From an optimization exercise on the open Yosys and OpenROAD flow, aimed at small area, a short achievable clock period and few clock cycles; shortcuts taken in it are not production practice. At most, simulation tests tie the RTL to the original design; equivalence was not proved. The RTL of run 1 was laid out without a check of its function. Power and IR drop assume default switching activity.

==> flow/design.v, too long to show whole: its modules and the start of the top module <==
// module stokast_dpt: 75 lines
// module stokast_hmul1: 23 lines
// module stokast_hmul2: 23 lines
// module stokast_trik: 26 lines
// module stokast_sine_q: 971 lines
// module stokast_core: 662 lines
// module stokast_unit: 59 lines
// module stokast_tchk: 21 lines
// module stokast_add: 30 lines
// module stokast_wave: 33 lines
module stokast_core (
    input  wire        clk,
    input  wire        rst,
    input  wire        cmd_valid,
    output wire        cmd_ready,
    input  wire        cmd_pass,
    input  wire [63:0] cmd_word,
    input  wire [31:0] cmd_now,
    input  wire [79:0] cmd_fate,
    output reg         resp_valid,
    output reg  [3:0]  resp_emit,
    output wire [47:0] resp_dac,
    output wire [4:0]  resp_mode,
    output wire        resp_fault
);
  // ...
==> flow/flow/run.sh <==
#!/bin/bash
# The standard layout (standard.sh), with ORFS's timing repair asked to leave
# 12 ns of setup slack at the design's own clock period and constraints.
set -euo pipefail
bash standard.sh SETUP_SLACK_MARGIN=12 finish > standard_flow.log 2>&1
==> flow/standard.sh <==
#!/bin/bash
# synth_recipe.tcl (not shown) runs the flow's synth.tcl, then flattens the netlist and writes it again
# the make line also repeats each setting of config.mk as NAME=value (left out here)
make -C /OpenROAD-flow-scripts/flow DESIGN_CONFIG=/design/flow/config.mk WORK_HOME=/design/flow/orfs CLKGATE_MAP_FILE= SYNTH_SCRIPT=/design/flow/synth_recipe.tcl "${@:-finish}"
==> flow/config.mk <==
export PLATFORM = sky130hd
export DESIGN_NAME = stokast_core
export DESIGN_NICKNAME = stokast_core
export VERILOG_FILES = /design/flow/design.v
export SDC_FILE = /design/flow/constraint.sdc
export NUM_CORES = 4
export LEC_CHECK = 0
export CAP_MARGIN = 20
export CORE_MARGIN = 2
export CORE_UTILIZATION = 40
export SLEW_MARGIN = 20
==> flow/constraint.sdc <==
create_clock -name core_clock -period 20.0 [get_ports {clk}]
set_input_delay 4.0000 -clock core_clock [delete_from_list [all_inputs] [get_ports {clk}]]
set_output_delay 4.0000 -clock core_clock [all_outputs]
set_load 0.01 [all_outputs]
==> flow_summary.json, run 1 <==
{
  "rr_endpoint": "w2_val[10]",
  "status": "no timing/DRC/antenna violations",
  "synthTopCellsByCount": "1877 x nand2_1, 1466 x nor2_1, 1371 x a21oi_1",
  "stdcell_count": 20700,
  "met3_length_um": 59600,
  "grt_max_degree": 158,
  "placed_area_um2": 144000,
  "synth.most_common_cell": "nand2_1",
  "crit_fanout": 8,
  "crit_buf_inv": 15,
  "gp_congestion": 1.01,
  "syn-num-nets": 17500,
  "synth_top_area_share_pct": 26.0,
  "clk-power_w": 0.00357,
  "cts.sinks": 1524,
  "min_to": "last_tick_time[25]",
  "multi_input_gates": 12700,
  "clk_share_pct": 4.06,
  "max_cap_violations": 0,
  "crit_path_top_delay_cell": "mux4_2",
  "design.die.area_um2": 347000,
  "num_io_pins": 240,
  "cp_top_family": "compound AO/OA/AOI/OAI gates",
  "drtPass1Iterations": 7,
  "worst_slew_pin_slew_ps": 1240,
  "vias": 129000,
  "seq_cell_count": 1524,
  "setup_violations": 0,
  "nets": 17500,
  "drt_iter0_markers": 17300,
  "grt_antenna_before_repair": 26,
  "insertion_delay_ps": 930,
  "syn_inst": 16100,
  "power_w": 0.0182,
  "maxPowerGroup": "combinational cells",
  "final_util_pct": 45.1,
  "worstRegToRegCells": 49
}
==> module stokast_core, before the edit <==
module stokast_core (
    input  wire        clk,
    input  wire        rst,
    input  wire        cmd_valid,
    output wire        cmd_ready,
    input  wire        cmd_pass,
    input  wire [63:0] cmd_word,
    input  wire [31:0] cmd_now,
    input  wire [79:0] cmd_fate,
    output reg         resp_valid,
    output reg  [3:0]  resp_emit,
    output wire [47:0] resp_dac,
    output wire [4:0]  resp_mode,
    output wire        resp_fault
);
    localparam [2:0] K_RUN = 3'd0, K_SEED = 3'd1, K_FATE = 3'd2, K_LENGTH = 3'd3,
                     K_OFFSET = 3'd4, K_LFO = 3'd5, K_STEPS = 3'd6, K_TSYNC = 3'd7;
    localparam [1:0] SYNC_SYNC = 2'd0, SYNC_FREE = 2'd1, SYNC_LOOP = 2'd2;
    localparam [3:0] OP_TICK = 4'd0, OP_RESET = 4'd1, OP_SEED = 4'd2, OP_SEEDCLICK = 4'd3,
                     OP_LENGTH = 4'd4, OP_LENGTHCLICK = 4'd5, OP_OFFSET = 4'd6,
                     OP_OFFSETCLICK = 4'd7, OP_STEPS = 4'd8, OP_STEPSCLICK = 4'd9;
    localparam [31:0] IDLE_TIMEOUT = 32'd5000;
    localparam [2:0] S_IDLE = 3'd0, S_PASS = 3'd1, S_TICK = 3'd2, S_MOD = 3'd3, S_STEPS = 3'd4;
    localparam [1:0] MK_LFO = 2'd0, MK_OFS = 2'd1, MK_SYNC = 2'd2;
    reg [13:0] seed;
    reg [6:0]  plen;
    reg [6:0]  length   [0:3];
    reg [6:0]  steps    [0:3];
    reg [5:0]  offset   [0:3];
    reg [1:0]  sync     [0:3];
    reg [3:0]  lfo_mode [0:3];
    reg [4:0]  mode;
    reg [31:0] tick_count;
    reg [31:0] gph;
    reg [5:0]  tph      [0:3];
    reg        reset_armed;
    reg [31:0] predicted;
    reg [31:0] last_tick_time;
    reg [31:0] last_action;
    reg [11:0] last_out [0:3];
    reg [3:0]  last_ok;
    reg [3:0]  gate_high;
    reg [31:0] rand_idx [0:3];
    reg [5:0]  rand_mod [0:3];    
    reg        regen;
    reg        acted;
    reg        fault;
    reg [3:0]  tph_ok;            
    reg [31:0] base     [0:3];    
    reg [3:0]  dirty;
    assign resp_dac   = {last_out[3], last_out[2], last_out[1], last_out[0]};
    assign resp_mode  = mode;
    assign resp_fault = fault;
    reg        cv;
    reg        c_pass;
    reg [63:0] c_word;
    reg [31:0] c_now;
    reg [79:0] c_fate;
    reg [2:0]  state;
    reg        up_v;        
    wire base_rdy = (dirty == 4'd0) && !up_v;
    wire consume  = cv && (state == S_IDLE) && (!c_pass || base_rdy);
    assign cmd_ready = !cv || consume;
    reg [1:0]  otrk;        
    reg [1:0]  mod_kind;
    reg        mod_neg;
    reg [7:0]  step_cnt;
    reg        step_up;
    wire [3:0]  w_opc = c_word[3:0];
    wire [1:0]  w_trk = c_word[5:4];
    wire [25:0] w_rsv = c_word[31:6];
    wire [31:0] w_pay = c_word[63:32];
    wire        w_small = (w_pay[31:7] == 25'd0) || (w_pay[31:7] == {25{1'b1}});
    wire signed [8:0] w_d = {w_pay[7], w_pay[7:0]};
    reg w_ok;
    always @(*) begin
        w_ok = (w_opc <= 4'd9) && (w_rsv == 26'd0);
        if (w_opc <= 4'd5 && w_trk != 2'd0) w_ok = 1'b0;
        if ((w_opc == OP_RESET || w_opc == OP_SEEDCLICK || w_opc == OP_LENGTHCLICK ||
             w_opc == OP_OFFSETCLICK || w_opc == OP_STEPSCLICK) && w_pay != 32'd0)
            w_ok = 1'b0;
        if ((w_opc == OP_SEED || w_opc == OP_LENGTH || w_opc == OP_OFFSET ||
             w_opc == OP_STEPS) && !w_small)
            w_ok = 1'b0;
    end
    wire [2:0] mode_kind = mode[4:2];
    function [6:0] fate_len(input [3:0] sel);
        case (sel)
            4'd0:  fate_len = 7'd2;
            4'd1:  fate_len = 7'd4;
            4'd2:  fate_len = 7'd8;
            4'd3:  fate_len = 7'd16;
            4'd4:  fate_len = 7'd32;
            4'd5:  fate_len = 7'd64;
            4'd6:  fate_len = 7'd3;
            4'd7:  fate_len = 7'd5;
            4'd8:  fate_len = 7'd6;
            4'd9:  fate_len = 7'd7;
            4'd10: fate_len = 7'd12;
            4'd11: fate_len = 7'd24;
            4'd12: fate_len = 7'd2;
            4'd13: fate_len = 7'd4;
            4'd14: fate_len = 7'd8;
            default: fate_len = 7'd16;
        endcase
    endfunction
    reg [6:0] den [0:3];
    reg [3:0] is_loop;
    integer t;
    always @(*) begin
        for (t = 0; t < 4; t = t + 1) begin
            den[t]     = (sync[t] == SYNC_SYNC && plen < length[t]) ? plen : length[t];
            is_loop[t] = (sync[t] == SYNC_LOOP);
        end
    end
    reg        me_busy;
    reg [3:0]  me_nib;      
    reg [5:0]  me_r;
    reg [6:0]  me_den;
    reg [1:0]  me_src;      
    reg [7:0]  me_val;
    wire [31:0] me_word = (me_src == 2'd0) ? gph : (me_src == 2'd1) ? tick_count : {24'd0, me_val};
    wire [1:0]  me_bits = me_word[2*me_nib +: 2];
    reg  [6:0]  me_x;
    reg  [7:0]  me_d;
    reg  [5:0]  me_rn;
    integer ms;
    always @(*) begin
        me_rn = me_r;
        for (ms = 1; ms >= 0; ms = ms - 1) begin
            me_x = {me_rn, me_bits[ms]};
            me_d = {1'b0, me_x} - {1'b0, me_den};
            me_rn = me_d[7] ? me_x[5:0] : me_d[5:0];
        end
    end
    wire        me_last = (me_nib == 4'd0);
    wire [5:0]  me_res  = (mod_neg && me_rn != 6'd0) ? (me_den[5:0] - me_rn) : me_rn;
    function [6:0] fmod(input signed [15:0] x, input [6:0] den);
        reg signed [15:0] d, y;
        begin
            d = {9'd0, den};
            if (x < 0) begin
                y = x + d;
                fmod = {!y[15], y[5:0]};
            end else if (x < d) begin
                fmod = {1'b1, x[5:0]};
            end else begin
                y = x - d;
                fmod = {(y < d), y[5:0]};
            end
        end
    endfunction
    reg [6:0] fm;
    function [3:0] top_nib(input [31:0] x);
        integer i;
        begin
            top_nib = 4'd0;
            for (i = 1; i < 16; i = i + 1)
                if (x[2*i +: 2] != 2'd0) top_nib = i[3:0];
        end
    endfunction
    reg [7:0] so_n, so_l;
    always @(*) begin
        so_n = {1'b0, steps[otrk]};
        so_l = {1'b0, length[otrk]};
        if (step_up) begin
            so_n = so_n + 8'd1;
            if (so_n > so_l) begin
                so_l = so_l + 8'd1;
                so_n = 8'd0;
            end
        end else begin
            if (so_n == 8'd0) begin
                so_l = so_l - 8'd1;
                so_n = so_l;
            end else begin
                so_n = so_n - 8'd1;
            end
        end
        if (so_l < 8'd2)  so_l = 8'd2;
        if (so_l > 8'd64) so_l = 8'd64;
        if (so_n > 8'd64) so_n = 8'd64;
        if (so_n > so_l)  so_n = so_l;
    end
    wire [1:0]  upick = dirty[0] ? 2'd0 : dirty[1] ? 2'd1 : dirty[2] ? 2'd2 : 2'd3;
    wire [31:0] up_dpt_w;
    stokast_dpt u_dpt (.len(length[upick]), .dpt(up_dpt_w));
    reg  [1:0]  up_t;
    reg  [5:0]  up_k;
    reg  [31:0] up_dpt;
    wire [31:0] up_prod = up_dpt * up_k;
    reg  [3:0]  dset;      
    wire [31:0] s_e   = c_now - last_tick_time;
    wire [33:0] s_e1  = {2'b0, c_now} - {2'b0, last_tick_time} - {2'b0, predicted};
    wire [33:0] s_e2  = {2'b0, c_now} - {2'b0, last_tick_time} - {1'b0, predicted, 1'b0};
    wire        s_zero = (predicted == 32'd0) || (s_e == 32'd0);
    wire        s_full = !s_zero && !s_e1[33];
    wire        s_idle = (c_now - last_action) >= IDLE_TIMEOUT;
    reg [31:0] pm;         
    reg [33:0] pm1;        
    reg [33:0] pm2;        
    reg [31:0] u_R [0:3];
    reg [31:0] u_P [0:3];
    reg [4:0]  u_J [0:3];    
    reg [5:0]  u_g [0:3];    
    reg [3:0]  u_busy;
    wire [31:0] un_R [0:3];
    wire [31:0] un_P [0:3];
    wire [5:0]  un_g [0:3];
    wire [3:0]  u_fin;        
    wire [3:0]  u_fns;        
    reg  [3:0]  tri_ok;       
    reg  [3:0]  is_tri;
    always @(*)
        for (t = 0; t < 4; t = t + 1)
            is_tri[t] = (lfo_mode[t] >= 4'd6) && (lfo_mode[t] <= 4'd8);
    assign u_fin = (is_tri & tri_ok) | (~is_tri & u_fns);
    wire [3:0] tel = u_busy & is_tri & ~tri_ok & {u_J[3] < 5'd19, u_J[2] < 5'd19, u_J[1] < 5'd19, u_J[0] < 5'd19};
    reg  [1:0] tptr;
    wire [1:0] tp1 = tptr + 2'd1, tp2 = tptr + 2'd2, tp3 = tptr + 2'd3;
    wire [1:0] tsel = tel[tp1] ? tp1 : tel[tp2] ? tp2 : tel[tp3] ? tp3 : tptr;
    wire       tchk;
    stokast_tchk u_tchk (.md(lfo_mode[tsel]), .P(u_P[tsel]), .J(u_J[tsel]), .ok(tchk));
    genvar gi;
    generate
        for (gi = 0; gi < 4; gi = gi + 1) begin : g_unit
            stokast_unit u_unit (
                .L(length[gi]), .md(lfo_mode[gi]), .R(u_R[gi]), .P(u_P[gi]), .J(u_J[gi]), .g(u_g[gi]),
                .pm(pm), .pm1(pm1), .pm2(pm2), .pd(predicted),
                .nR(un_R[gi]), .nP(un_P[gi]), .ng(un_g[gi]), .fin(u_fns[gi]));
        end
    endgenerate
    wire [3:0] rdy = u_busy & u_fin;
    wire [1:0] wpick = rdy[0] ? 2'd0 : rdy[1] ? 2'd1 : rdy[2] ? 2'd2 : 2'd3;
    reg        w_v;
    reg [1:0]  w_t;
    reg        w2_v;
    reg [1:0]  w2_t;
    reg [11:0] w2_val;
    wire [11:0] wave_val;
    stokast_wave u_wave (.mode(lfo_mode[w_t]), .phase(u_P[w_t]), .value(wave_val));
    reg [3:0]  gpend;
    reg        h_busy;
    reg [1:0]  h_ph;        
    reg [2:0]  h_cnt;
    reg [1:0]  h_t;
    reg [31:0] h_acc;
    reg [31:0] h_x;
    wire [1:0]  hpick = gpend[0] ? 2'd0 : gpend[1] ? 2'd1 : gpend[2] ? 2'd2 : 2'd3;
    wire [31:0] h_m1, h_m2;
    stokast_hmul1 u_hm1 (.d(h_x[31:28]), .v(h_m1));
    stokast_hmul2 u_hm2 (.d(h_x[31:28]), .v(h_m2));
    wire [31:0] h_sum  = {h_acc[27:0], 4'd0} + (h_ph[1] ? h_m2 : h_m1);
    wire [6:0]  h_n    = (steps[h_t] != 7'd0) ? steps[h_t] : length[h_t];
    reg signed [15:0] sv;    
    reg [15:0]        sabs;
    reg [3:0]         tslow;
    reg [5:0]         tinc;
    wire tick_slow = |(~tph_ok & ~({4{reset_armed}} & ~is_loop));
    wire [1:0] tpick = tslow[0] ? 2'd0 : tslow[1] ? 2'd1 : tslow[2] ? 2'd2 : 2'd3;
    always @(posedge clk) begin
        if (rst) begin
            seed           <= 14'd0;
            plen           <= 7'd16;
            for (t = 0; t < 4; t = t + 1) begin
                length[t]   <= 7'd16;
                steps[t]    <= 7'd0;
                offset[t]   <= 6'd0;
                sync[t]     <= SYNC_SYNC;
                lfo_mode[t] <= 4'd0;
                tph[t]      <= 6'd0;
                last_out[t] <= 12'd0;
                rand_idx[t] <= 32'd0;
                rand_mod[t] <= 6'd0;
                base[t]     <= 32'd0;
            end
            mode           <= 5'd0;
            tick_count     <= 32'd0;
            gph            <= 32'd0;
            reset_armed    <= 1'b1;
            predicted      <= 32'd0;
            last_tick_time <= 32'd0;
            last_action    <= 32'd0;
            last_ok        <= 4'd0;
            gate_high      <= 4'd0;
            regen          <= 1'b0;
            acted          <= 1'b0;
            fault          <= 1'b0;
            tph_ok         <= 4'hF;
            dirty          <= 4'd0;
            up_v           <= 1'b0;
            cv             <= 1'b0;
            state          <= S_IDLE;
            otrk           <= 2'd0;
            mod_kind       <= MK_LFO;
            mod_neg        <= 1'b0;
            step_cnt       <= 8'd0;
            step_up        <= 1'b0;
            me_busy        <= 1'b0;
            tslow          <= 4'd0;
            u_busy         <= 4'd0;
            w_v            <= 1'b0;
            w2_v           <= 1'b0;
            tri_ok         <= 4'd0;
            tptr           <= 2'd0;
            gpend          <= 4'd0;
            h_busy         <= 1'b0;
            resp_valid     <= 1'b0;
            resp_emit      <= 4'd0;
        end else begin
            resp_valid <= 1'b0;
            dset = 4'd0;
            if (cmd_ready) begin
                cv <= cmd_valid;
                if (cmd_valid) begin
                    c_pass <= cmd_pass;
                    c_word <= cmd_word;
                    c_now  <= cmd_now;
                    c_fate <= cmd_fate;
                end
            end
            for (t = 0; t < 4; t = t + 1) begin
                if (u_J[t] != 5'd0) begin
                    u_R[t] <= un_R[t];
                    u_P[t] <= un_P[t];
                    u_g[t] <= un_g[t];
                    u_J[t] <= u_J[t] - 5'd1;
                end
            end
            if (me_busy) begin
                me_r   <= me_rn;
                me_nib <= me_nib - 4'd1;
                if (me_last) me_busy <= 1'b0;
            end
            case (state)
            S_IDLE: if (consume) begin
                if (c_pass) begin
                    resp_emit <= 4'd0;
                    if (fault) begin
                        resp_valid <= 1'b1;
                    end else if (c_word[1:0] == 2'd3 || c_word[3:2] == 2'd3 ||
                                 c_word[5:4] == 2'd3 || c_word[7:6] == 2'd3) begin
                        fault      <= 1'b1;
                        resp_valid <= 1'b1;
                    end else begin
                        if (regen) begin
                            for (t = 0; t < 4; t = t + 1) begin
                                rand_idx[t] <= 32'd0;
                                rand_mod[t] <= 6'd0;
                            end
                            regen <= 1'b0;
                        end
                        if (acted) begin
                            last_action <= c_now;
                            acted <= 1'b0;
                        end else if (mode != 5'd0 && s_idle) begin
                            mode <= 5'd0;
                        end
                        pm  <= s_full ? predicted : s_e;
                        pm1 <= s_full ? 34'd0 : s_e1;
                        pm2 <= s_full ? -{2'b0, predicted} : s_e2;
                        tri_ok <= 4'd0;
                        for (t = 0; t < 4; t = t + 1) begin
                            u_busy[t] <= (lfo_mode[t] != 4'd0);
                            u_P[t]    <= base[t];
                            u_R[t]    <= s_full ? 32'd0 : s_e;
                            if (s_zero) begin
                                u_J[t] <= 5'd0;
                            end else begin
                                case (length[t][6:2])
                                    5'd0:       begin u_J[t] <= s_full ? 5'd31 : 5'd30;
                                                      u_g[t] <= s_full ? 6'd1  : (6'd3  - {4'd0, length[t][1:0]}); end
                                    5'd1:       begin u_J[t] <= s_full ? 5'd30 : 5'd29;
                                                      u_g[t] <= s_full ? 6'd3  : (6'd7  - {3'd0, length[t][2:0]}); end
                                    5'd2, 5'd3: begin u_J[t] <= s_full ? 5'd29 : 5'd28;
                                                      u_g[t] <= s_full ? 6'd7  : (6'd15 - {2'd0, length[t][3:0]}); end
                                    5'd4, 5'd5, 5'd6, 5'd7:
                                                begin u_J[t] <= s_full ? 5'd28 : 5'd27;
                                                      u_g[t] <= s_full ? 6'd15 : (6'd31 - {1'd0, length[t][4:0]}); end
                                    5'd16:      begin u_J[t] <= s_full ? 5'd26 : 5'd25;
                                                      u_g[t] <= s_full ? 6'd63 : 6'd63; end
                                    default:    begin u_J[t] <= s_full ? 5'd27 : 5'd26;
                                                      u_g[t] <= s_full ? 6'd31 : (6'd63 - length[t][5:0]); end
                                endcase
                            end
                        end
                        for (t = 0; t < 4; t = t + 1) begin
                            gpend[t] <= (c_word[2*t +: 2] == 2'd1) && !gate_high[t] && (lfo_mode[t] == 4'd0);
                            if (c_word[2*t +: 2] == 2'd1) gate_high[t] <= 1'b1;
                            if (c_word[2*t +: 2] == 2'd2) gate_high[t] <= 1'b0;
                        end
                        state <= S_PASS;
                    end
                end else if (!fault) begin
                    if (!w_ok) begin
                        fault <= 1'b1;
                    end else begin
                        otrk <= w_trk;
                        case (w_opc)
                        OP_TICK: begin
                            last_tick_time <= c_now;
                            predicted      <= w_pay;
                            tick_count     <= tick_count + 32'd1;
                            if (reset_armed) begin
                                gph <= 32'd0;
                                reset_armed <= 1'b0;
                            end else begin
                                gph <= gph + 32'd1;
                            end
                            for (t = 0; t < 4; t = t + 1) begin
                                tinc = tph[t] + 6'd1;
                                if (reset_armed && !is_loop[t]) begin
                                    tph[t]    <= 6'd0;
                                    tph_ok[t] <= 1'b1;
                                    tslow[t]  <= 1'b0;
                                end else if (tph_ok[t]) begin
                                    tph[t]    <= ({1'b0, tinc} == den[t]) ? 6'd0 : tinc;
                                    tslow[t]  <= 1'b0;
                                end else begin
                                    tslow[t]  <= 1'b1;
                                end
                            end
                            dset  = 4'hF;
                            state <= tick_slow ? S_TICK : S_IDLE;
                        end
                        OP_RESET: reset_armed <= 1'b1;
                        OP_SEED: begin
                            if (mode_kind == K_FATE) begin
                                for (t = 0; t < 4; t = t + 1) begin
                                    length[t] <= fate_len(c_fate[16*t +: 4]);
                                    steps[t]  <= ({1'b0, c_fate[16*t+4 +: 6]} > fate_len(c_fate[16*t +: 4])) ?
                                                 fate_len(c_fate[16*t +: 4]) : {1'b0, c_fate[16*t+4 +: 6]};
                                    offset[t] <= ({1'b0, c_fate[16*t+10 +: 6]} >= fate_len(c_fate[16*t +: 4])) ?
                                                 (fate_len(c_fate[16*t +: 4]) - 7'd1) : c_fate[16*t+10 +: 6];
                                end
                                dset        = 4'hF;
                                tph_ok      <= 4'd0;
                                seed        <= (c_fate[79:64] > 16'd9999) ? 14'd9999 : c_fate[77:64];
                                regen       <= 1'b1;
                                reset_armed <= 1'b1;
                                acted       <= 1'b1;
                            end else begin
                                sv = $signed({2'b0, seed}) + w_d;
                                if (sv >= 0 && sv <= 9999) begin
                                    seed  <= sv[13:0];
                                    regen <= 1'b1;
                                    mode  <= {K_SEED, 2'd0};
                                    acted <= 1'b1;
                                end
                            end
                        end
                        OP_SEEDCLICK: begin
                            mode  <= (mode_kind == K_FATE) ? {K_SEED, 2'd0} : {K_FATE, 2'd0};
                            acted <= 1'b1;
                        end
                        OP_LENGTH: begin
                            sv = $signed({9'b0, plen}) + w_d;
                            if (sv >= 2 && sv <= 64) begin
                                plen   <= sv[6:0];
                                regen  <= 1'b1;
                                mode   <= {K_LENGTH, 2'd0};
                                acted  <= 1'b1;
                                tph_ok <= 4'd0;
                            end
                        end
                        OP_LENGTHCLICK: ;
                        OP_OFFSET: begin
                            if (mode == {K_LFO, w_trk}) begin
                                sv = $signed({12'b0, lfo_mode[w_trk]}) + w_d;
                                mod_kind <= MK_LFO;
                                me_den   <= 7'd12;
                            end else begin
                                sv = $signed({10'b0, offset[w_trk]}) + w_d;
                                mod_kind <= MK_OFS;
                                mode     <= {K_OFFSET, w_trk};
                                me_den   <= length[w_trk];
                            end
                            sabs = sv[15] ? -sv : sv;
                            fm   = fmod(sv, (mode == {K_LFO, w_trk}) ? 7'd12 : length[w_trk]);
                            mod_neg <= sv[15];
                            me_val  <= sabs[7:0];
                            me_src  <= 2'd2;
                            me_r    <= 6'd0;
                            me_nib  <= 4'd3;
                            regen   <= 1'b1;
                            acted   <= 1'b1;
                            if (fm[6]) begin
                                if (mode == {K_LFO, w_trk}) lfo_mode[w_trk] <= fm[3:0];
                                else                        offset[w_trk]   <= fm[5:0];
                            end else begin
                                me_busy <= 1'b1;
                                state   <= S_MOD;
                            end
                        end
                        OP_OFFSETCLICK: begin
                            mode  <= (mode == {K_LFO, w_trk}) ? {K_OFFSET, w_trk} : {K_LFO, w_trk};
                            acted <= 1'b1;
                        end
                        OP_STEPS: begin
                            acted <= 1'b1;
                            tph_ok[w_trk] <= 1'b0;
                            if (mode == {K_TSYNC, w_trk}) begin
                                sv = $signed({14'b0, sync[w_trk]}) + w_d;
                                sabs = sv[15] ? -sv : sv;
                                fm   = fmod(sv, 7'd3);
                                mod_kind <= MK_SYNC;
                                mod_neg  <= sv[15];
                                me_den   <= 7'd3;
                                me_val   <= sabs[7:0];
                                me_src   <= 2'd2;
                                me_r     <= 6'd0;
                                me_nib   <= 4'd3;
                                if (fm[6]) begin
                                    sync[w_trk] <= fm[1:0];
                                end else begin
                                    me_busy  <= 1'b1;
                                    state    <= S_MOD;
                                end
                            end else begin
                                regen    <= 1'b1;
                                mode     <= {K_STEPS, w_trk};
                                step_up  <= !w_d[8];
                                step_cnt <= w_d[8] ? -w_d[7:0] : w_d[7:0];
                                state    <= S_STEPS;
                            end
                        end
                        OP_STEPSCLICK: begin
                            mode  <= (mode == {K_TSYNC, w_trk}) ? {K_STEPS, w_trk} : {K_TSYNC, w_trk};
                            acted <= 1'b1;
                        end
                        default: ;
                        endcase
                    end
                end
            end
            S_TICK: begin
                if (!me_busy) begin
                    if (tslow == 4'd0) begin
                        state <= S_IDLE;
                    end else begin
                        otrk    <= tpick;
                        me_den  <= den[tpick];
                        me_src  <= is_loop[tpick] ? 2'd1 : 2'd0;
                        me_nib  <= top_nib(is_loop[tpick] ? tick_count : gph);
                        me_r    <= 6'd0;
                        me_busy <= 1'b1;
                        mod_neg <= 1'b0;
                        tslow[tpick] <= 1'b0;
                    end
                end else if (me_last) begin
                    tph[otrk]    <= me_rn;
                    tph_ok[otrk] <= 1'b1;
                    dset[otrk]   = 1'b1;
                end
            end
            S_MOD: begin
                if (me_last) begin
                    case (mod_kind)
                        MK_LFO:  lfo_mode[otrk] <= me_res[3:0];
                        MK_SYNC: sync[otrk]     <= me_res[1:0];
                        default: offset[otrk]   <= me_res[5:0];
                    endcase
                    state <= S_IDLE;
                end
            end
            S_STEPS: begin
                if (step_cnt != 8'd0) begin
                    steps[otrk]  <= so_n[6:0];
                    length[otrk] <= so_l[6:0];
                    step_cnt     <= step_cnt - 8'd1;
                    dset[otrk]   = 1'b1;
                end else if ({1'b0, offset[otrk]} < length[otrk]) begin
                    state    <= S_IDLE;
                end else if ({1'b0, offset[otrk]} - length[otrk] < length[otrk]) begin
                    offset[otrk] <= offset[otrk] - length[otrk][5:0];
                    state    <= S_IDLE;
                end else begin
                    mod_kind <= MK_OFS;
                    mod_neg  <= 1'b0;
                    me_den   <= length[otrk];
                    me_val   <= {2'd0, offset[otrk]};
                    me_src   <= 2'd2;
                    me_r     <= 6'd0;
                    me_nib   <= 4'd3;
                    me_busy  <= 1'b1;
                    state    <= S_MOD;
                end
            end
            S_PASS: begin
                if (tel != 4'd0) begin
                    tptr <= tsel;
                    if (tchk) tri_ok[tsel] <= 1'b1;
                end
                w_v <= 1'b0;
                if (rdy != 4'd0) begin
                    w_v <= 1'b1;
                    w_t <= wpick;
                    u_busy[wpick] <= 1'b0;
                end
                w2_v <= w_v;
                w2_t <= w_t;
                w2_val <= wave_val;
                if (w2_v) begin
                    if (!last_ok[w2_t] || last_out[w2_t] != w2_val) begin
                        resp_emit[w2_t]         <= 1'b1;
                        last_out[w2_t]          <= w2_val;
                        last_ok[w2_t]           <= 1'b1;
                    end
                end
                if (!h_busy) begin
                    if (gpend != 4'd0) begin
                        h_busy <= 1'b1;
                        h_ph   <= 2'd0;
                        h_cnt  <= 3'd5;
                        h_t    <= hpick;
                        h_acc  <= 32'd0;
                        h_x    <= {2'd0, seed, hpick, rand_mod[hpick], 8'd0};
                        gpend[hpick] <= 1'b0;
                    end
                end else if (h_ph == 2'd0) begin
                    h_x   <= {h_x[27:0], 4'd0};
                    h_acc <= h_sum;
                    h_cnt <= h_cnt - 3'd1;
                    if (h_cnt == 3'd0) h_ph <= 2'd1;
                end else if (h_ph == 2'd1) begin
                    h_x   <= h_acc ^ {15'd0, h_acc[31:15]};
                    h_acc <= 32'd0;
                    h_cnt <= 3'd7;
                    h_ph  <= 2'd2;
                end else begin
                    h_x   <= {h_x[27:0], 4'd0};
                    h_acc <= h_sum;
                    h_cnt <= h_cnt - 3'd1;
                    if (h_cnt == 3'd0) begin
                        h_busy                 <= 1'b0;
                        resp_emit[h_t]         <= 1'b1;
                        last_out[h_t]          <= h_sum[31:20];
                        last_ok[h_t]           <= 1'b1;
                        rand_idx[h_t]          <= rand_idx[h_t] + 32'd1;
                        rand_mod[h_t]          <= (rand_idx[h_t] == 32'hFFFFFFFF ||
                                                   {1'b0, rand_mod[h_t]} + 7'd1 == h_n) ? 6'd0 : rand_mod[h_t] + 6'd1;
                    end
                end
                if (u_busy == 4'd0 && !w_v && gpend == 4'd0 && (!h_busy || (h_ph == 2'd2 && h_cnt == 3'd0))) begin
                    resp_valid <= 1'b1;
                    state      <= S_IDLE;
                end
            end
            default: state <= S_IDLE;
            endcase
            up_v <= 1'b0;
            if (dirty != 4'd0) begin
                up_v   <= 1'b1;
                up_t   <= upick;
                up_k   <= tph[upick];
                up_dpt <= up_dpt_w;
            end
            if (up_v) base[up_t] <= up_prod;
            dirty <= (dirty & ~((dirty != 4'd0) ? (4'd1 << upick) : 4'd0)) | dset;
        end
    end
endmodule
==> run 2: changes to the inputs <==
--- a/flow/design.v
+++ b/flow/design.v
@@ -1234,3 +1234,3 @@
     reg        me_busy;
-    reg [3:0]  me_nib;      
+    reg [2:0]  me_nib;      
     reg [5:0]  me_r;
@@ -1240,3 +1240,3 @@
     wire [31:0] me_word = (me_src == 2'd0) ? gph : (me_src == 2'd1) ? tick_count : {24'd0, me_val};
-    wire [1:0]  me_bits = me_word[2*me_nib +: 2];
+    wire [3:0]  me_bits = me_word[4*me_nib +: 4];
     reg  [6:0]  me_x;
@@ -1247,3 +1247,3 @@
         me_rn = me_r;
-        for (ms = 1; ms >= 0; ms = ms - 1) begin
+        for (ms = 3; ms >= 0; ms = ms - 1) begin
             me_x = {me_rn, me_bits[ms]};
@@ -1253,26 +1253,10 @@
     end
-    wire        me_last = (me_nib == 4'd0);
+    wire        me_last = (me_nib == 3'd0);
     wire [5:0]  me_res  = (mod_neg && me_rn != 6'd0) ? (me_den[5:0] - me_rn) : me_rn;
-    function [6:0] fmod(input signed [15:0] x, input [6:0] den);
-        reg signed [15:0] d, y;
-        begin
-            d = {9'd0, den};
-            if (x < 0) begin
-                y = x + d;
-                fmod = {!y[15], y[5:0]};
-            end else if (x < d) begin
-                fmod = {1'b1, x[5:0]};
-            end else begin
-                y = x - d;
-                fmod = {(y < d), y[5:0]};
-            end
-        end
-    endfunction
-    reg [6:0] fm;
-    function [3:0] top_nib(input [31:0] x);
+    function [2:0] top_nib(input [31:0] x);
         integer i;
         begin
-            top_nib = 4'd0;
-            for (i = 1; i < 16; i = i + 1)
-                if (x[2*i +: 2] != 2'd0) top_nib = i[3:0];
+            top_nib = 3'd0;
+            for (i = 1; i < 8; i = i + 1)
+                if (x[4*i +: 4] != 4'd0) top_nib = i[2:0];
         end
@@ -1335,3 +1319,3 @@
     assign u_fin = (is_tri & tri_ok) | (~is_tri & u_fns);
-    wire [3:0] tel = u_busy & is_tri & ~tri_ok & {u_J[3] < 5'd19, u_J[2] < 5'd19, u_J[1] < 5'd19, u_J[0] < 5'd19};
+    wire [3:0] tel = u_busy & is_tri & ~tri_ok;
     reg  [1:0] tptr;
@@ -1449,3 +1433,3 @@
                 me_r   <= me_rn;
-                me_nib <= me_nib - 4'd1;
+                me_nib <= me_nib - 3'd1;
                 if (me_last) me_busy <= 1'b0;
@@ -1596,3 +1580,2 @@
                             sabs = sv[15] ? -sv : sv;
-                            fm   = fmod(sv, (mode == {K_LFO, w_trk}) ? 7'd12 : length[w_trk]);
                             mod_neg <= sv[15];
@@ -1601,12 +1584,7 @@
                             me_r    <= 6'd0;
-                            me_nib  <= 4'd3;
+                            me_nib  <= 3'd1;
+                            me_busy <= 1'b1;
                             regen   <= 1'b1;
                             acted   <= 1'b1;
-                            if (fm[6]) begin
-                                if (mode == {K_LFO, w_trk}) lfo_mode[w_trk] <= fm[3:0];
-                                else                        offset[w_trk]   <= fm[5:0];
-                            end else begin
-                                me_busy <= 1'b1;
-                                state   <= S_MOD;
-                            end
+                            state   <= S_MOD;
                         end
@@ -1622,3 +1600,2 @@
                                 sabs = sv[15] ? -sv : sv;
-                                fm   = fmod(sv, 7'd3);
                                 mod_kind <= MK_SYNC;
@@ -1629,9 +1606,5 @@
                                 me_r     <= 6'd0;
-                                me_nib   <= 4'd3;
-                                if (fm[6]) begin
-                                    sync[w_trk] <= fm[1:0];
-                                end else begin
-                                    me_busy  <= 1'b1;
-                                    state    <= S_MOD;
-                                end
+                                me_nib   <= 3'd1;
+                                me_busy  <= 1'b1;
+                                state    <= S_MOD;
                             end else begin
@@ -1689,7 +1662,2 @@
                     dset[otrk]   = 1'b1;
-                end else if ({1'b0, offset[otrk]} < length[otrk]) begin
-                    state    <= S_IDLE;
-                end else if ({1'b0, offset[otrk]} - length[otrk] < length[otrk]) begin
-                    offset[otrk] <= offset[otrk] - length[otrk][5:0];
-                    state    <= S_IDLE;
                 end else begin
@@ -1701,3 +1669,3 @@
                     me_r     <= 6'd0;
-                    me_nib   <= 4'd3;
+                    me_nib   <= 3'd1;
                     me_busy  <= 1'b1;
==> flow/run.sh (new file) <==
#!/bin/bash
# synth_recipe.tcl (not shown) runs the flow's synth.tcl, then flattens the netlist and writes it again
# the make line also repeats each setting of config.mk as NAME=value (left out here)
make -C /OpenROAD-flow-scripts/flow DESIGN_CONFIG=/design/flow/config.mk WORK_HOME=/design/flow/orfs CLKGATE_MAP_FILE= SYNTH_SCRIPT=/design/flow/synth_recipe.tcl finish
removed: flow/flow/run.sh
removed: flow/standard.sh
==> run 2 against run 1 <==
Effect of this change:
- first-iteration DRC count shrank 4.3%
- die area shrank 2.1%
- sequential power grew 1%
- non-clock buffer count shrank 163
- maximum frequency shrank 37%
- count of clock-buffer cells in the layout is the same
- clock skew shrank 14 ps
==> flow_summary.json, run 2 <==
{
  "async_reset_ff_share_pct": 0,
  "cts_buffers": 181,
  "drt_iter0_markers": 16500,
  "die_height_um": 583,
  "syn_inst": 15700,
  "fin_crit_ps": 13250,
  "reg2reg_from": "me_nib[0]",
  "worst_slew_pin_slew_ps": 1300,
  "final_common_cell": "nand2_1",
  "gp_congestion": 0.993,
  "wl_per_cell_um": 26.3,
  "critPathMaxStageDelay_ps": 890,
  "insertion_delay_ps": 910,
  "min_from": "w_t[0]",
  "ys.flop_type": "edfxtp_1",
  "postCtsSetupRepairBufs": 0,
  "synth_top_area_share_pct": 26.5,
  "synth-compound-area-share_pct": 21.6,
  "fillers": 32700,
  "fin_tns_setup_ps": 0,
  "final_area_um2": 148000,
  "layout_common_cells": "1807 x nand2_1, 1432 x nor2_1, 1216 x o21ai_0",
  "syn-num-nets": 17100,
  "yosys_register_bits": 1523,
  "cp_top_family": "compound AO/OA/AOI/OAI gates",
  "gr-usage-all-layers_pct": 29.9,
  "ys_types": 99,
  "hold_buffers": 0,
  "dp_hpwl_um": 389000,
  "grt_max_degree": 112,
  "hold_ws_ps": 442,
  "synth_top_area_cell": "edfxtp_1",
  "vias": 125000,
  "synth.most_common_cell": "nand2_1",
  "reg2reg_slack_ps": 6750,
  "start_util_pct": 40.2,
  "crit_top_cell": "o21ai_0",
  "worstHoldPathType": "flip-flop to flip-flop",
  "cts_root_buf": "clkbuf_16",
  "slew-limit-headroom_pct": 13.4,
  "worstRegToRegCells": 49,
  "yosys.area_share.simple_pct": 17.9,
  "placed_area_um2": 142000,
  "synth.avg_cell_area_um2": 8.55,
  "muxShareOfSynthArea_pct": 5.02,
  "max_cap_violations": 0,
  "synth_xor_area_share_pct": 5.31,
  "synth_top_family_by_area": "compound AO/OA/AOI/OAI gates",
  "htreeDepth": 4,
  "core_area_um2": 334000,
  "post-route-period-util_pct": 66.3,
  "p_per_area_nw_per_um2": 124,
  "crit_fanout": 17,
  "crit_path_top_delay_cell": "a21oi_1",
  "num_io_pins": 240,
  "grt_pass1_vias": 116000,
  "grt_pass1_wl_um": 775000,
  "netlist_area_um2": 134000,
  "crit_type": "flip-flop to flip-flop",
  "fp.dieW_um": 583,
  "overflow": 0,
  "path_clk_slew_ps": 60,
  "synth_area_leaders": "edfxtp_1 27%, ha_1 8.7%, nand2_1 5.1%",
  "synth_fa_ha_area_share_pct": 13.5,
  "design.die.area_um2": 340000,
  "crit_buf_inv": 3,
  "fmax_mhz": 75.5,
  "drc_errors": 0,
  "grt_antenna_before_repair": 26,
  "viasPerCell": 6.25,
  "yosys_warnings": 18,
  "routed_wl_um": 528000,
  "crit_path_start_kind": "flip-flop",
  "cts.sinks": 1523,
  "nets": 16900,
  "rsz0062_at_grt": "false",
  "drv_slew": 0,
  "drive_gt1_share_pct": 7.05,
  "io_buffers": 239,
  "finalClockSkew_ps": 80.5,
  "peakVddDrop_mv": 0.163,
  "rows": 212,
  "p_leak_nw": 57.3,
  "min_to": "w2_t[0]",
  "cts_resized": 0,
  "postRouteAntennaNets": 0,
  "cts_tree": "yes",
  "hold_viol_final": 0,
  "required_ps": 20590,
  "synth-edff-count": 1184,
  "synthTopCellsByCount": "1821 x nand2_1, 1441 x nor2_1, 1222 x o21ai_0",
  "hold_depth": 0,
  "drtPass1Iterations": 7,
  "status": "no timing/DRC/antenna violations",
  "clockBufferDepth": 4,
  "rr_endpoint": "offset[2][2]",
  "setup_violations": 0,
  "ys_seq_area_share_pct": 31.6,
  "syn_to_final_growth_pct": 10.3,
  "worstPathArrival_ps": 13840,
  "cp-end-kind": "flip-flop"
}
==> run 2: changes by cell type after synthesis, moves of 26 or more <==
cell      change
o21ai_0     +109
nand3_1      +32
buf_2        -64
a211oi_1     -26
nand2_1      -56
o22ai_1      +34
o31ai_1      -26
a21oi_1     -224
==> run 2: cell families after synthesis <==
group                    count (synthesis)
multiplexers                           466
AO/OA/AOI/OAI                         4589
XOR/XNOR                               811
buffers and inverters                 1808
adder cells (fa/ha/maj)               1255
other                                    2
AND/OR/NAND/NOR                       5229
flip-flops                            1523
==> run 2: how the worst max path moves through the flow <==
stage	from	endpoint	slack, ps	cells past startpoint
2_1_floorplan	rst	base[0][0]	1410	5
3_3_place_gp	me_nib[0]	offset[3][2]	6730	49
3_5_place_dp	me_nib[0]	offset[1][2]	6980	49
4_1_cts	me_nib[0]	offset[1][2]	6890	49
5_1_grt	me_nib[0]	offset[1][2]	5480	49
6_report	me_nib[0]	offset[2][2]	6750	49
==> run 2: routing by layer <==
metal  global-route usage [%]  part of all wire (%)  vias up
met3                     7.02                    11     1255
li1                         -                     -    56800
met1                     41.8                    42    60300
met5                        0                 0.026        -
met2                     44.3                    42     6925
met4                     11.9                   4.6       18
==> run 2: cell type report <==
type	instances	area [µm²]	area share, %
Sequential cell	1523	42300	28.6
Clock buffer	238	5170	3.50
Tap cell	4387	5490	3.71
Inverter	834	3140	2.12
Antenna cell	12	30.0	0.0203
Timing Repair Buffer	614	5240	3.54
Multi-Input combinational cell	12400	85400	57.8
Clock inverter	90	1060	0.716
==> run 2: metrics by stage <==
step	utilization [%]	setup WS (ps)	total power, W	std cells
floorplan	-	1410	0.0115	15700
CTS	44.3	6890	0.0181	20000
detailed placement	42.4	6980	0.0145	19700
global placement	42.4	6730	0.0144	19700
global route	44.3	5480	0.0195	20000
finish	44.3	6750	0.0183	20100
==> run 2: where the power goes <==
group | leakage [nW] | internal [W] | switching, W
Clock | 3.02 | 0.00208 | 0.00149
Combinational | 39.9 | 0.00394 | 0.00634
Sequential | 14.3 | 0.00394 | 0.000541
Total | 57.3 | 0.00995 | 0.00837
Testbench counts of run 2, summed over its fixed seeds: cycles 87,117.

==> separate check: timing with driven ports <==
In the flow no input, the clock included, has a driving cell. The finished layouts below were timed again as built, in two steps.
Step 1 assumes that a clkbuf_16 drives the clock port and a buf_2 every other input.
Step 2 times the ports against the registers' clock, not the clock port: input delays grow and output delays shrink by t, the midpoint of the rising clock arrivals with the driver on.
Three values: ideal, step 1, step 2; two values: the first two.
run | t, ns | slack for setup (ns) | worst hold slack (ns) | worst setup path after step 2 | worst register clock-pin slew, ns
run 1 | 0.983 | 11.622 / 11.622 / 11.622 | 0.450 / 0.450 / 0.450 | register to register | 0.08 / 0.08
run 2 | 0.990 | 6.747 / 6.747 / 6.747 | 0.442 / 0.442 / 0.442 | register to register | 0.07 / 0.07
After both steps setup and hold are still met in every run listed.
